What follows belongs to an exercise in optimizing a design on an open flow for small area, a short achievable clock period and few clock cycles per item; a production flow would make more cautious choices. Only simulation tests tie the RTL to the original design; equivalence was not proved. Power is estimated from default activity; no workload was simulated.

// bcta
module bcta (
    input  wire        clk,
    input  wire        rst,         
    input  wire        cmd_valid,
    output wire        cmd_ready,
    input  wire [63:0] cmd,
    output wire        rsp_valid,
    input  wire        rsp_ready,
    output wire [39:0] rsp
);
==> flow/config.mk <==
export PLATFORM = sky130hd
export DESIGN_NAME = bcta
export DESIGN_NICKNAME = bcta
export VERILOG_FILES = /design/flow/design.v
export SDC_FILE = /design/flow/constraint.sdc
export NUM_CORES = 4
export LEC_CHECK = 0
export ABC_CLOCK_PERIOD_IN_PS = 4000
export CAP_MARGIN = 20
export CORE_MARGIN = 2
export CORE_UTILIZATION = 50
export CTS_BUF_LIST = sky130_fd_sc_hd__clkbuf_4
export SETUP_SLACK_MARGIN = 5
export SLEW_MARGIN = 20
export SYNTH_HIERARCHICAL = 1
==> flow/constraint.sdc <==
create_clock -name core_clock -period 10.0 [get_ports {clk}]
set_input_delay 2.0000 -clock core_clock [delete_from_list [all_inputs] [get_ports {clk}]]
set_output_delay 2.0000 -clock core_clock [all_outputs]
set_load 0.01 [all_outputs]
run.sh (not shown) runs the stock make flow with config.mk's settings and CLKGATE_MAP_FILE= SYNTH_SCRIPT=/design/flow/synth_recipe.tcl, a recipe that flattens the netlist after the stock synthesis.
Testbench counts at the start, summed over its fixed seeds: cycles 15,421, items 15,405.
Then changed:
--- a/flow/design.v
+++ b/flow/design.v
@@ -102,19 +102,18 @@
     wire [5:0]  n_i;
     wire [31:0] pay_i;
     bcta_dec u_dec(.cmd(cmd), .cls(cls), .t(t_i), .bad(bad_i), .ill(ill_i), .n(n_i), .pay(pay_i));
     reg        v0;
     reg        r_rd, r_wr, r_sk, r_pos, r_len, r_clr, r_enc, r_dec, r_lcl, r_lad, r_lgt;
     reg        r_t, r_bad, r_ill;
     reg [5:0]  r_n;
     reg [31:0] r_pay;
     reg [5:0]  r_a;          
-    reg        clr_pend;     
     reg [255:0] bank_e, bank_o;
     reg [6:0]   len;
     reg [9:0]   cursor;
     reg [9:0]   room;        
     reg [6:0]   acc;
     reg [7:0]   oh_e, oh_o;  
     reg [7:0]   r_fa;        
     reg [3:0]   r_fb;        
     reg         nonempty, full, rp, wp;
@@ -127,19 +126,19 @@
     wire [5:0]  n   = r_n;
     wire [4:0]  kl  = cursor[4:0];
     wire [5:0]  a   = r_a;
     wire [9:0]  e   = {cursor[9:5] + {4'd0, a[5]}, a[4:0]};      
     wire [9:0]  l8  = {len, 3'b000};
     wire        beyond = {4'd0, n} > room;                        
     wire        ovf    = cursor[9] | (&cursor[8:5] & a[5] & (a[4:0] != 5'd0));   
     wire [6:0]  wr_len = beyond ? e[9:3] + {6'd0, e[2:0] != 3'd0} : len;
     wire        ok      = exec & ~r_bad;
-    wire        clr_all = clr_pend | (ok & r_clr);    
+    wire        clr_all = rst | (ok & r_clr);
     wire        wr_do   = ok & r_wr & ~ovf;
     wire [31:0] we, wo, xo, xin, new_e, new_o;
     bcta_rdmux u_re(.b(bank_e), .sel(oh_e), .w(we));
     bcta_rdmux u_ro(.b(bank_o), .sel(oh_o), .w(wo));
     bcta_rot   u_rot(.xin(xin), .s(a[4:0]), .xo(xo));
     bcta_merge u_m(.kl(kl), .a(a), .fa(r_fa), .fb(r_fb), .clr(clr_all), .rd(r_rd), .we(we), .wo(wo),
                    .xo(xo), .pay(r_pay), .new_e(new_e), .new_o(new_o), .xin(xin));
     wire [5:0] i7 = {r_pay[6], r_pay[4:0]};
     wire [3:0] i5 = r_pay[3:0];
@@ -239,19 +238,18 @@
         r_a <= a_nx;
     end
     always @(posedge clk) begin
         for (k = 0; k < 8; k = k + 1) begin
             if (clr_all || (wr_do && oh_e[k])) bank_e[32*k +: 32] <= new_e;
             if (clr_all || (wr_do && oh_o[k])) bank_o[32*k +: 32] <= new_o;
         end
     end
     always @(posedge clk) begin
-        clr_pend <= rst;
         if (rst) begin
             v0 <= 1'b0; nonempty <= 1'b0; full <= 1'b0; rp <= 1'b0; wp <= 1'b0;
             len <= 7'd0; cursor <= 10'd0; room <= 10'd0; oh_e <= 8'd1; oh_o <= 8'd1; acc <= 7'd0;
             r_fa <= 8'hFE; r_fb <= 4'hF;
         end else begin
             if (cmd_ready) v0 <= cmd_valid;
             cursor <= cur_n;
             room   <= room_n;
             oh_e   <= oh_e_n;
Effect: Die area hardly moves. Utilization barely changes. Fmax climbs slightly. Cell area is about the same. Non-clock buffer count climbs by 1. Register-to-register slack improved by 30 ps. Total power drops slightly. Clock-buffer cell count drops by 16. Critical path depth does not change. Clock skew climbs by 25 ps. Area after synthesis is about the same. Setup slack improved by 28 ps. Via count climbs slightly.
Testbench counts after the change, summed over its fixed seeds: cycles 15,421, items 15,405.

## afterwards: timing with drivers on the ports
No port has a modelled driver above. Below, the same layouts with a new extraction and two added sets of constraints. Step 1 assumes that a clkbuf_16 drives the clock port and a buf_2 every other input. Step 2 moves the port delays by t, midway between the first and last clock arrival at a register: inputs arrive t later, outputs are due t later. That takes back most of the time a late clock gives input paths. a / b / c = ideal / step 1 / step 2; a / b = the first two.
| run | t (ns) | slack for setup (ns) | worst register clock-pin slew, ns |
|---|---|---|---|
| the first run | 1.048 | 5.057 / 5.057 / 4.821 | 0.08 / 0.08 |
| the second run | 1.079 | 5.085 / 5.085 / 4.251 | 0.08 / 0.08 |
After both steps setup and hold are still met in every run listed. For the second run, which loses most, drivers alone change the setup slack by 0.000 ns; drivers and shift together by -0.834 ns.
